What follows belongs to an exercise in optimizing a design on an open flow for small area; a production flow would make more cautious choices.
In this exercise RTL edits were held to simulation tests only and were not proved equivalent to the original.
Power is estimated from default activity; no workload was simulated.

## north
==> flow/design.v <==
module ook_core (
    input  wire        clk,
    input  wire        rst,               
    input  wire        edge_valid,        
    input  wire        edge_carrier,      
    input  wire [31:0] edge_duration,     
    input  wire        tick,              
    input  wire        service,           
    input  wire [31:0] cfg_pulse_min,
    input  wire [31:0] cfg_pulse_max,
    input  wire [31:0] cfg_eop_min,
    input  wire [31:0] cfg_pre_min,
    input  wire [31:0] cfg_zero_min,
    input  wire [31:0] cfg_zero_max,
    input  wire [31:0] cfg_one_min,
    input  wire [31:0] cfg_one_max,
    input  wire [7:0]  cfg_confirm_threshold,
    input  wire [31:0] cfg_window_ticks,
    input  wire [31:0] cfg_idle_ticks,
    input  wire        cfg_fallback,
    input  wire [31:0] cfg_frame_timeout_ticks,
    input  wire        cfg_temp_signed,
    output reg         reading_valid,
    output wire [31:0] reading,           
    output reg         err_valid,         
    output wire [2:0]  err_reason,
    output reg         noconf_valid       
);
    localparam [1:0] ST_IDLE = 2'd0, ST_INPRE = 2'd1, ST_COLLECT = 2'd2;
    localparam [5:0] CNT_START = 6'b000001, CNT_LAST = 6'b001011;
    localparam [1:0] E_NOISE = 2'd1, E_PREMATURE = 2'd2, E_TIMEOUT = 2'd3,
                     E_ORDER = 2'd0;
    function [31:0] addc32;
        input [31:0] a;
        input        b;
        integer k;
        reg c;
        begin
            c = b;
            for (k = 0; k < 32; k = k + 1) begin
                addc32[k] = a[k] ^ c;
                c = c & a[k];
            end
        end
    endfunction
    reg [1:0]   asm_state;
    reg [5:0]   frame_cnt;
    reg [35:0]  frame_sr;                
    reg [31:0]  frame_nrem;              
    reg         frame_p;
    reg [143:0] q_data;                  
    reg [1:0]   q_rp;
    reg [2:0]   q_len;
    reg         rec_valid;
    reg [35:0]  rec_raw;                 
    reg [7:0]   rec_count;
    reg [31:0]  win_nrem;
    reg         win_p;
    reg [31:0]  idle_nrem;
    reg         idle_p;
    reg         low_conf;
    reg         temp_signed_q;
    reg [1:0]   err_code;
    wire [31:0] d  = edge_duration;
    wire [31:0] nd = ~edge_duration;
    wire ge_pmin, ge_pmax, gt_eop, gt_pre, ge_zmin, ge_zmax, ge_omin, ge_omax;
    ook_ge_lo u_pmin (.nd(nd), .a(cfg_pulse_min), .ge(ge_pmin));    
    ook_ge_hi u_pmax (.nd(nd), .a(cfg_pulse_max), .ge(ge_pmax));    
    ook_ge_lo u_zmin (.nd(nd), .a(cfg_zero_min),  .ge(ge_zmin));
    ook_ge_hi u_zmax (.nd(nd), .a(cfg_zero_max),  .ge(ge_zmax));
    ook_ge_lo u_omin (.nd(nd), .a(cfg_one_min),   .ge(ge_omin));
    ook_ge_hi u_omax (.nd(nd), .a(cfg_one_max),   .ge(ge_omax));
    ook_ge_hi u_eop  (.nd(nd), .a(cfg_eop_min),   .ge(gt_eop));     
    ook_ge_hi u_pre  (.nd(nd), .a(cfg_pre_min),   .ge(gt_pre));
    wire in_pulse = ge_pmin & ge_pmax;
    wire is_eop   = ~gt_eop;
    wire is_pre   = ~gt_pre;
    wire in_zero  = ge_zmin & ge_zmax;
    wire in_one   = ge_omin & ge_omax;
    wire s_pulse  = edge_carrier & in_pulse;
    wire s_pre    = ~edge_carrier & ~is_eop & is_pre;
    wire s_eop    = ~edge_carrier & is_eop;
    wire s_bit    = ~edge_carrier & ~is_eop & ~is_pre & (in_zero | in_one);
    wire s_noise  = edge_carrier ? ~in_pulse : (~is_eop & ~is_pre & ~in_zero & ~in_one);
    wire bit_val  = ~in_zero;
    wire st_idle    = (asm_state == ST_IDLE);
    wire st_inpre   = (asm_state == ST_INPRE);
    wire st_collect = (asm_state == ST_COLLECT);
    wire e_order    = (s_pre & st_collect) | (s_bit & st_inpre);
    wire e_prem     = s_eop & ~st_idle;
    wire e_err      = edge_valid & (s_noise | e_order | e_prem);
    wire append     = edge_valid & s_bit & st_collect;
    wire complete   = append & (frame_cnt == CNT_LAST);
    wire [35:0] payload = {frame_sr[34:0], bit_val};
    reg [1:0] st1;                       
    always @* begin
        st1 = asm_state;
        if (edge_valid) begin
            if (e_err | complete)
                st1 = ST_IDLE;
            else if (s_pre)
                st1 = ST_INPRE;
            else if (s_pulse & st_inpre)
                st1 = ST_COLLECT;
        end
    end
    wire        q_full  = q_len[2];
    wire        q_empty = (q_len == 3'd0);
    wire [1:0]  q_wp    = q_rp + q_len[1:0];
    wire [1:0]  rp1     = (complete & q_full) ? q_rp + 2'd1 : q_rp;
    wire [2:0]  len1    = (complete & ~q_full) ? q_len + 3'd1 : q_len;
    wire        pop     = service & (len1 != 3'd0);
    wire [3:0]  rsel = {4{~q_empty}} & (4'b0001 << rp1);
    wire [35:0] head = ({36{rsel[0]}}   & q_data[35:0])
                     | ({36{rsel[1]}}   & q_data[71:36])
                     | ({36{rsel[2]}}   & q_data[107:72])
                     | ({36{rsel[3]}}   & q_data[143:108])
                     | ({36{q_empty}}   & payload);
    wire        eq_hi   = (head[35:1] == rec_raw[35:1]);
    wire        match   = rec_valid & eq_hi & (head[0] == rec_raw[0]);
    wire [7:0]  cnt_inc = rec_count + 8'd1;
    wire [7:0]  cnt1    = match ? cnt_inc : 8'd1;
    wire        thr_le1 = ~|cfg_confirm_threshold[7:1];
    wire        conf_m  = (cnt_inc == cfg_confirm_threshold);
    wire        confirm = pop & (match ? conf_m : thr_le1);
    wire        opening = pop & ~rec_valid;
    wire        rv1     = pop ? ~confirm : rec_valid;
    wire        f_hiz    = ~|cfg_frame_timeout_ticks[31:1];
    wire        f_dec    = tick & (cfg_frame_timeout_ticks[0] | ~f_hiz);
    wire        f_end    = &frame_nrem[31:2] & (frame_p ? (~frame_nrem[1] & frame_nrem[0])
                                                        : (frame_nrem[1] & ~frame_nrem[0]));
    wire        timeout  = f_dec & (st1 != ST_IDLE) &
                           (edge_valid ? (cfg_frame_timeout_ticks[0] & f_hiz) : f_end);
    wire        w_hiz    = ~|cfg_window_ticks[31:1];
    wire        w_dec    = tick & (cfg_window_ticks[0] | ~w_hiz);
    wire        w_end    = &win_nrem[31:2] & (win_p ? (~win_nrem[1] & win_nrem[0])
                                                    : (win_nrem[1] & ~win_nrem[0]));
    wire        w_fire   = w_dec & rv1 & (opening ? (cfg_window_ticks[0] & w_hiz) : w_end);
    wire        i_clr    = opening | (edge_valid & s_pre);
    wire        i_hiz    = ~|cfg_idle_ticks[31:1];
    wire        i_dec    = tick & (cfg_idle_ticks[0] | ~i_hiz);
    wire        i_end    = &idle_nrem[31:2] & (idle_p ? (~idle_nrem[1] & idle_nrem[0])
                                                      : (idle_nrem[1] & ~idle_nrem[0]));
    wire        i_fire   = i_dec & rv1 & (i_clr ? (cfg_idle_ticks[0] & i_hiz) : i_end);
    wire        close    = w_fire | i_fire;
    always @(posedge clk) begin
        if (append)
            frame_sr <= payload;
        if (edge_valid & s_pre)
            frame_cnt <= CNT_START;
        else if (append)
            frame_cnt <= {frame_cnt[4:0], frame_cnt[5] ^ frame_cnt[4]};
        frame_nrem <= edge_valid ? ~cfg_frame_timeout_ticks : addc32(frame_nrem, f_dec);
        if (edge_valid)
            frame_p <= f_dec;
        if (complete) begin
            case (q_wp)
                2'd0: q_data[35:0]    <= payload;
                2'd1: q_data[71:36]   <= payload;
                2'd2: q_data[107:72]  <= payload;
                default: q_data[143:108] <= payload;
            endcase
        end
        if (pop) begin
            rec_raw   <= head;
            rec_count <= cnt1;
        end
        win_nrem  <= opening ? ~cfg_window_ticks : addc32(win_nrem, w_dec);
        if (opening)
            win_p <= w_dec;
        idle_nrem <= i_clr ? ~cfg_idle_ticks : addc32(idle_nrem, i_dec);
        if (i_clr)
            idle_p <= i_dec;
        low_conf  <= rv1;
        temp_signed_q <= cfg_temp_signed;
        err_code  <= timeout ? E_TIMEOUT :
                     (s_noise ? E_NOISE : (e_prem ? E_PREMATURE : E_ORDER));
        if (rst) begin
            asm_state     <= ST_IDLE;
            q_rp          <= 2'd0;
            q_len         <= 3'd0;
            rec_valid     <= 1'b0;
            reading_valid <= 1'b0;
            err_valid     <= 1'b0;
            noconf_valid  <= 1'b0;
        end else begin
            asm_state     <= timeout ? ST_IDLE : st1;
            q_rp          <= pop ? rp1 + 2'd1 : rp1;
            q_len         <= pop ? len1 - 3'd1 : len1;
            rec_valid     <= rv1 & ~close;
            reading_valid <= confirm | (close & cfg_fallback);
            err_valid     <= e_err | timeout;
            noconf_valid  <= close & ~cfg_fallback;
        end
    end
    wire [35:0] p = rec_raw;
    wire [6:0]  hum = (p[7:0] > 8'd100) ? 7'd100 : p[6:0];
    assign reading = {low_conf, p[35:28], p[27], p[25:24],
                      temp_signed_q & p[23], p[23:12], hum};
    assign err_reason = {err_code == 2'd0, err_code};
endmodule
module ook_maj (
    input  wire a,
    input  wire b,
    input  wire c,
    output wire y
);
    assign y = (a & b) | (c & (a | b));
endmodule
module ook_ge_lo (
    input  wire [31:0] nd,
    input  wire [31:0] a,
    output wire        ge
);
    wire [32:1] n;
    assign n[1] = nd[0] & a[0];
    genvar k;
    generate
        for (k = 1; k < 32; k = k + 1) begin : g
            ook_maj m (.a(nd[k]), .b(a[k]), .c(n[k]), .y(n[k+1]));
        end
    endgenerate
    assign ge = ~n[32];
endmodule
module ook_ge_hi (
    input  wire [31:0] nd,
    input  wire [31:0] a,
    output wire        ge
);
    wire [32:1] c;
    assign c[1] = a[0] | nd[0];
    genvar k;
    generate
        for (k = 1; k < 32; k = k + 1) begin : g
            ook_maj m (.a(a[k]), .b(nd[k]), .c(c[k]), .y(c[k+1]));
        end
    endgenerate
    assign ge = c[32];
endmodule
clock: 20.0 ns
lec_check: 0
cap_margin: 20
core_margin: 2
core_utilization: 65
place_density: 0.75
slew_margin: 20
synth_hierarchical: 1
standard.sh (not shown) runs the stock make flow with config.mk's settings and CLKGATE_MAP_FILE= SYNTH_SCRIPT=/design/flow/synth_recipe.tcl, a recipe that flattens the netlist after the stock synthesis.
==> flow/flow/run.sh <==
#!/bin/bash
# Own layout flow: the standard ORFS flow (standard.sh), with
#  - port buffers made of the smallest buffer cell,
#  - clock tree synthesis without dummy balancing loads,
#  - the top module's combinational logic mapped by ABC for area (own_synth.tcl,
#    otherwise the standard synthesis script),
#  - combinational cells of the synthesised netlist set to their smallest
#    drive strength before floorplanning (timing repair later upsizes what
#    the paths need). Registers stay as the standard synthesis makes them.
set -euo pipefail
export OWN_WORK_DIR=$PWD OWN_FLOW_DIR=$PWD/flow
ARGS=("SYNTH_SCRIPT=$PWD/flow/own_synth.tcl"
      "BUFFER_PORTS_ARGS=-buffer_cell sky130_fd_sc_hd__buf_1"
      "CTS_ARGS=-sink_clustering_enable -repair_clock_nets -dont_use_dummy_load -sink_clustering_size 20 -sink_clustering_max_diameter 60 -buf_list sky130_fd_sc_hd__clkbuf_8")
bash standard.sh "${ARGS[@]}" synth > synth.log 2>&1
openroad -no_init -exit flow/downsize_run.tcl > downsize.log 2>&1
bash standard.sh "${ARGS[@]}" finish > layout.log 2>&1
==> flow/flow/own_synth.tcl <==
# The standard synthesis (synth_recipe.tcl: ORFS synth.tcl without the fsm
# and share passes, flattened, function nets renamed), except that the
# combinational logic of the top module is mapped by ABC with an area-oriented
# script. Registers are mapped before ABC runs, so they are the standard ones.
proc abc {args} {
  set i [lsearch -exact $args -script]
  set top_args [lreplace $args [expr {$i + 1}] [expr {$i + 1}] $::env(OWN_FLOW_DIR)/top_area.abc]
  yosys abc {*}$top_args ook_core
  yosys abc {*}$args ook_maj ook_ge_lo ook_ge_hi
}
source $::env(OWN_WORK_DIR)/synth_recipe.tcl
==> flow/flow/top_area.abc <==
strash
dc2
dch -f
amap
topo
Other scripts of this flow, unchanged in this note and not shown: flow/flow/downsize.tcl, flow/flow/downsize_run.tcl
Per the final summary, north finished and its layout is clean on timing, DRC and antenna.
Changes in south relative to north:
- an added CTS_CLUSTER_DIAMETER of 60
- a change of PLACE_DENSITY from 0.75 to 0.6
- an added CTS_BUF_LIST of sky130_fd_sc_hd__clkbuf_16
- an added CTS_CLUSTER_SIZE of 30
- a change of CORE_UTILIZATION from 65 to 40
==> flow/flow/run.sh <==
#!/bin/bash
# Own layout flow: the standard ORFS flow (standard.sh), with
#  - port buffers made of the smallest buffer cell,
#  - clock tree synthesis without dummy balancing loads,
#  - combinational cells of the synthesised netlist set to their smallest
#    drive strength before floorplanning (timing repair later upsizes what
#    the paths need). Registers and synthesis are left as they are.
set -euo pipefail
ARGS=("BUFFER_PORTS_ARGS=-buffer_cell sky130_fd_sc_hd__buf_1"
      "CTS_ARGS=-sink_clustering_enable -repair_clock_nets -dont_use_dummy_load -sink_clustering_size 30 -sink_clustering_max_diameter 60 -buf_list sky130_fd_sc_hd__clkbuf_16")
bash standard.sh "${ARGS[@]}" synth > synth.log 2>&1
openroad -no_init -exit flow/downsize_run.tcl > downsize.log 2>&1
bash standard.sh "${ARGS[@]}" finish > layout.log 2>&1
removed: flow/flow/own_synth.tcl
removed: flow/flow/top_area.abc
--- outcome ---
Total power of south is higher than that of north.
On insertion delay to the later sink of the worst-skew pair, north and south are neck and neck.
north ended up with reading_valid$_SDFF_PP0_ as its critical path endpoint; south ended up with rec_count[0]$_SDFFCE_PN1P_.
Going from north to south, global-route met3 utilization dropped 3.4 points; via count lower.
--- input diff south..east ---
- PLACE_DENSITY now 0.75, was 0.6
- CTS_BUF_LIST no longer set, was sky130_fd_sc_hd__clkbuf_16
- CTS_CLUSTER_DIAMETER no longer set, was 60
- CTS_CLUSTER_SIZE no longer set, was 30
- CORE_UTILIZATION now 65, was 40
--- a/flow/flow/run.sh
+++ b/flow/flow/run.sh
@@ -9,3 +9,3 @@
 ARGS=("BUFFER_PORTS_ARGS=-buffer_cell sky130_fd_sc_hd__buf_1"
-      "CTS_ARGS=-sink_clustering_enable -repair_clock_nets -dont_use_dummy_load -sink_clustering_size 30 -sink_clustering_max_diameter 60 -buf_list sky130_fd_sc_hd__clkbuf_16")
+      "CTS_ARGS=-sink_clustering_enable -repair_clock_nets -dont_use_dummy_load -sink_clustering_size 30 -sink_clustering_max_diameter 75 -buf_list sky130_fd_sc_hd__clkbuf_16")
 bash standard.sh "${ARGS[@]}" synth > synth.log 2>&1
Findings:
east vs south, switching fraction of total power went up by 0.50 points.
Cell count was higher in south than in east.
From south to east the numbers moved as follows: sequential share of layout area went up by 1.5 points; arrival time reported for the critical path endpoint rose 0.19 ns; first-iteration DRC count moved up.

Starts from the design.v that is shown in full above.
Settings: LEC_CHECK=0, CAP_MARGIN=20, CORE_MARGIN=2, CORE_UTILIZATION=40, CTS_BUF_LIST=sky130_fd_sc_hd__clkbuf_8, CTS_CLUSTER_DIAMETER=50, CTS_CLUSTER_SIZE=20, PLACE_DENSITY=0.6, SLEW_MARGIN=20, SYNTH_HIERARCHICAL=1; clock period 20.0 ns.
==> flow/flow/run.sh <==
#!/bin/bash
# Standard ORFS layout, with the port buffers made of the smallest buffer cell.
set -euo pipefail
bash standard.sh "BUFFER_PORTS_ARGS=-buffer_cell sky130_fd_sc_hd__buf_1" finish > orfs_flow.log 2>&1
The starting point finished clean.
Edit:
- CTS_BUF_LIST: sky130_fd_sc_hd__clkbuf_8 -> sky130_fd_sc_hd__clkbuf_16
- CTS_CLUSTER_DIAMETER: 50 -> 60
- CTS_CLUSTER_SIZE: 20 -> 30
What happened:
- setup slack gets worse by 0.075 ns
- clock skew goes down by 0.024 ns
- core utilization stays flat
- power is about the same
- fmax goes down by 0.41%
- final area is about the same
- count of clock-buffer cells in the layout goes down by 10
- area after synthesis does not change
- worst hold slack is about the same
- routed wire length goes down by 0.97%

RTL: the design.v shown in full above, as it stands there.
Settings: LEC_CHECK=0, CAP_MARGIN=20, CORE_MARGIN=2, CORE_UTILIZATION=65, PLACE_DENSITY=0.75, SLEW_MARGIN=20, SYNTH_HIERARCHICAL=1; clock period 20.0 ns.
==> flow/flow/run.sh <==
#!/bin/bash
# Own layout flow: the standard ORFS flow (standard.sh), with
#  - port buffers made of the smallest buffer cell,
#  - clock tree synthesis without dummy balancing loads,
#  - the top module's combinational logic mapped by ABC for area (own_synth.tcl,
#    otherwise the standard synthesis script),
#  - combinational cells of the synthesised netlist set to their smallest
#    drive strength before floorplanning (timing repair later upsizes what
#    the paths need). Registers stay as the standard synthesis makes them.
set -euo pipefail
export OWN_WORK_DIR=$PWD OWN_FLOW_DIR=$PWD/flow
ARGS=("SYNTH_SCRIPT=$PWD/flow/own_synth.tcl"
      "BUFFER_PORTS_ARGS=-buffer_cell sky130_fd_sc_hd__buf_1"
      "CTS_ARGS=-sink_clustering_enable -repair_clock_nets -dont_use_dummy_load -sink_clustering_size 30 -sink_clustering_max_diameter 75 -buf_list sky130_fd_sc_hd__clkbuf_16")
bash standard.sh "${ARGS[@]}" synth > synth.log 2>&1
openroad -no_init -exit flow/downsize_run.tcl > downsize.log 2>&1
bash standard.sh "${ARGS[@]}" finish > layout.log 2>&1
==> flow/flow/own_synth.tcl <==
# The standard synthesis (synth_recipe.tcl: ORFS synth.tcl without the fsm
# and share passes, flattened, function nets renamed), except that the
# combinational logic of the top module is mapped by ABC with an area-oriented
# script. Registers are mapped before ABC runs, so they are the standard ones.
proc abc {args} {
  set i [lsearch -exact $args -script]
  set top_args [lreplace $args [expr {$i + 1}] [expr {$i + 1}] $::env(OWN_FLOW_DIR)/top_area.abc]
  yosys abc {*}$top_args ook_core
  yosys abc {*}$args ook_maj ook_ge_lo ook_ge_hi
}
source $::env(OWN_WORK_DIR)/synth_recipe.tcl
==> flow/flow/top_area.abc <==
strash
dc2
dch -f
amap
topo
Other scripts of this flow, unchanged in this note and not shown: flow/flow/downsize.tcl, flow/flow/downsize_run.tcl
==> next run, changes <==
==> flow/flow/run.sh (replaced) <==
#!/bin/bash
# Own layout flow: the standard ORFS flow (standard.sh), with
#  - port buffers made of the smallest buffer cell,
#  - clock tree synthesis without dummy balancing loads,
#  - combinational cells of the synthesised netlist set to their smallest
#    drive strength before floorplanning (timing repair later upsizes what
#    the paths need). Registers and synthesis are left as they are.
set -euo pipefail
ARGS=("BUFFER_PORTS_ARGS=-buffer_cell sky130_fd_sc_hd__buf_1"
      "CTS_ARGS=-sink_clustering_enable -repair_clock_nets -dont_use_dummy_load -sink_clustering_size 35 -sink_clustering_max_diameter 45 -buf_list sky130_fd_sc_hd__clkbuf_16")
bash standard.sh "${ARGS[@]}" synth > synth.log 2>&1
openroad -no_init -exit flow/downsize_run.tcl > downsize.log 2>&1
bash standard.sh "${ARGS[@]}" finish > layout.log 2>&1
removed: flow/flow/own_synth.tcl
removed: flow/flow/top_area.abc
Final area went up by 3.2%.
Global-route usage goes up by 3.4 points.
Combinational power rises by 17%.
Via count rises by 1.8%.
Clock-buffer cell count increases by 18.

## port drivers added, routing unchanged
In the flow no input, the clock included, has a driving cell. The finished layouts below were timed again as built, in two steps.
Step 1, drivers: a clkbuf_16 drives clk and a buf_2 each remaining input, both assumed.
Step 2 moves the port delays by t, midway between the first and last clock arrival at a register: inputs arrive t later, outputs are due t later. That takes back most of the time a late clock gives input paths.
a / b / c = no drivers / after step 1 / after step 2; a / b = the first two.
run	t (ns)	slack for setup (ns)	hold WS [ns]	worst setup path after step 2	worst register clock-pin slew, ns
north	0.582	0.395 / 0.405 / -0.177	0.473 / 0.473 / 0.473	input to register	0.12 / 0.12
south	0.596	0.564 / 0.588 / -0.008	0.490 / 0.490 / 0.490	input to register	0.08 / 0.08
east	0.551	0.475 / 0.506 / -0.045	0.496 / 0.496 / 0.496	input to register	0.11 / 0.11
the first run of note 2	0.643	1.940 / 1.958 / 1.315	0.509 / 0.509 / 0.509	input to register	0.11 / 0.11
the second run of note 2	0.607	1.865 / 1.889 / 1.282	0.507 / 0.507 / 0.507	input to register	0.09 / 0.09
the first run of note 3	0.534	0.309 / 0.325 / -0.209	0.468 / 0.468 / 0.468	input to register	0.12 / 0.12
the second run of note 3	0.534	0.355 / 0.379 / -0.156	0.488 / 0.488 / 0.488	input to register	0.08 / 0.08
With both steps, setup timing fails in 5 of these runs, where it was met with ideal ports. The setup slack of the first run of note 2, which loses most, moves by +0.018 ns with the drivers and by -0.625 ns with both steps.
